What follows belongs to an exercise in optimizing a design on an open flow for small area and a short achievable clock period; a production flow would make more cautious choices. Only simulation tests tie the RTL to the original design; equivalence was not proved. No activity file was given, so power comes from the tool's default toggle rates.

## run A
==> flow/design.v (excerpt) <==
module qd256 (
    input  wire       clk,
    input  wire       rst,
    input  wire       cmd_valid,
    input  wire [2:0] cmd_op,
    input  wire [7:0] cmd_a,
    input  wire [7:0] cmd_b,
    output reg        res_valid,
    output reg  [7:0] res,
    output wire       err
);
Size: roughly 130 cells after synthesis, roughly 32 I/O pins.
export LEC_CHECK = 0
export ABC_AREA = 1
export CAP_MARGIN = 20
export CORE_AREA = 2 2 61 61
export DIE_AREA = 0 0 63 63
export SLEW_MARGIN = 20
create_clock -name core_clock -period 10.0 [get_ports {clk}]
standard.sh (not shown) runs the stock make flow with config.mk's settings and CLKGATE_MAP_FILE= SYNTH_SCRIPT=/design/flow/synth_recipe.tcl, a recipe that flattens the netlist after the stock synthesis.
==> flow/flow/run.sh <==
#!/bin/bash
# Own layout flow: the standard synthesis unchanged, then the logic
# between the registers re-mapped for area by OpenROAD's restructure (ABC),
# then the standard layout with plain buf_1 port buffers and an internal
# setup target for repair_timing (flow/knobs.txt); CTS adds no dummy load cells.
set -euo pipefail
cd "$(dirname "${BASH_SOURCE[0]}")/.."
KNOBS=$(cat flow/knobs.txt)
RES=$PWD/orfs/results/$FLOW_PLATFORM/qd256/base
bash standard.sh synth > make_synth.log 2>&1
mkdir -p rmp_work
LIB=$FLOW_HOME/platforms/$FLOW_PLATFORM/lib/sky130_fd_sc_hd__tt_025C_1v80.lib
python3 flow/libfilter.py "$LIB" rmp_work/rmp.lib 'sky130_fd_sc_hd__probe*' 'sky130_fd_sc_hd__lpflow_*'
RES=$RES LIB=$LIB RMP_LIB=$PWD/rmp_work/rmp.lib \
  openroad -no_init -exit flow/rmp.tcl > openroad_rmp.log 2>&1
# shellcheck disable=SC2086
bash standard.sh $KNOBS \
  "BUFFER_PORTS_ARGS=-buffer_cell sky130_fd_sc_hd__buf_1" \
  "CTS_ARGS=-sink_clustering_enable -repair_clock_nets -dont_use_dummy_load -sink_clustering_size 20 -sink_clustering_max_diameter 100" \
  finish > make_finish.log 2>&1
==> flow/flow/knobs.txt <==
SETUP_SLACK_MARGIN=5.5 PLACE_DENSITY=0.7
Other scripts of this flow, unchanged in this note and not shown: flow/flow/libfilter.py, flow/flow/rmp.tcl
Run A reached the final stage; the timing, design-rule and antenna checks on its layout passed.
### run A -> run B
diff --git a/flow/flow/run.sh b/flow/flow/run.sh
--- a/flow/flow/run.sh
+++ b/flow/flow/run.sh
@@ -4,3 +4,3 @@
 # then the standard layout with plain buf_1 port buffers and an internal
-# setup target for repair_timing (flow/knobs.txt); CTS adds no dummy load cells.
+# setup target for repair_timing (flow/knobs.txt).
 set -euo pipefail
@@ -17,4 +17,2 @@
 bash standard.sh $KNOBS \
-  "BUFFER_PORTS_ARGS=-buffer_cell sky130_fd_sc_hd__buf_1" \
-  "CTS_ARGS=-sink_clustering_enable -repair_clock_nets -dont_use_dummy_load -sink_clustering_size 20 -sink_clustering_max_diameter 100" \
-  finish > make_finish.log 2>&1
+  "BUFFER_PORTS_ARGS=-buffer_cell sky130_fd_sc_hd__buf_1" finish > make_finish.log 2>&1
==> flow/flow/knobs.txt <==
SETUP_SLACK_MARGIN=5.7 PLACE_DENSITY=0.7
--- outcome ---
- Compared with run A, run B has extra setup slack.
- The final critical-path required period of run B is lower than that of run A.
- As far as detailed-route wire length is concerned, run A and run B perform about the same.
- Run B ends up with higher register-to-register setup slack than run A does.
- Delta (run B minus run A): post-layout utilization of the core rose by 1.2 points, combinational cell fraction of total power moved down, remaining max-slew budget at the tightest pin lower, highest attainable clock frequency shows an increase of about 2%.
What run C does differently from run B at the input level:
==> flow/flow/knobs.txt <==
SETUP_SLACK_MARGIN=6.0
## What came out
- The higher global routing met3 resource utilization of run B and run C is in run B.
- Run C vs. run B: worst setup slack up 0.026 ns, area overhead of the layout relative to synthesis grew by 21 points, remaining max-slew budget at the tightest pin lost 5.4 points, worst hold slack went up by 0.0058 ns.
- Cmp run C vs run B: portion of total power attributed to the clock network lower in run C
The inputs of run D differ from those of run C as listed below.
==> flow/flow/knobs.txt <==
SETUP_SLACK_MARGIN=5.5 PLACE_DENSITY=0.7
## What came out
- On hold slack, run C and run D are neck and neck.
- Final instance area (higher): run C
- Between run C and run D, fraction of standard cell area that is sequential increased.
- Number of nets in the finished design of run D falls short of that of run C by a few percent.
- Headroom to the max-slew limit is higher on run D
- NOTE: transition time at the pin with the least slew margin in run D falls short of that of run C
- The combinational share of power of run D falls short of that of run C by 4.3 points.
- Run D vs run C — final total power dropped 14%.

[afterwards: timing with drivers on the ports]
The results above use ideal ports. As a check the final layouts listed here were re-extracted and re-timed, cells and wires unchanged. Step 1 sets driving cells, clkbuf_16 on the clock port and buf_2 on the other inputs (assumed; they add their load-dependent delay and slew). Step 2, shift: input delay + t, output delay - t, t = (earliest + latest rising clock arrival at the registers) / 2. This alone moves slack from input paths to output paths. Three values: ideal, step 1, step 2; two values: the first two.
| run | t, ns | setup WS [ns] | hold WS [ns] | worst data-port slew with drivers (ns) |
|---|---|---|---|---|
| run A | 0.308 | 5.786 / 5.784 / 5.476 | 0.485 / 0.485 / 0.485 | 0.03 |
| run B | 0.318 | 5.873 / 5.849 / 5.531 | 0.482 / 0.482 / 0.482 | 0.05 |
| run C | 0.319 | 5.899 / 5.833 / 5.514 | 0.488 / 0.488 / 0.488 | 0.09 |
| run D | 0.308 | 5.786 / 5.784 / 5.476 | 0.485 / 0.485 / 0.485 | 0.03 |
After both steps every run listed still meets setup and hold. For run C, which loses most, drivers alone change the setup slack by -0.066 ns; drivers and shift together by -0.385 ns.
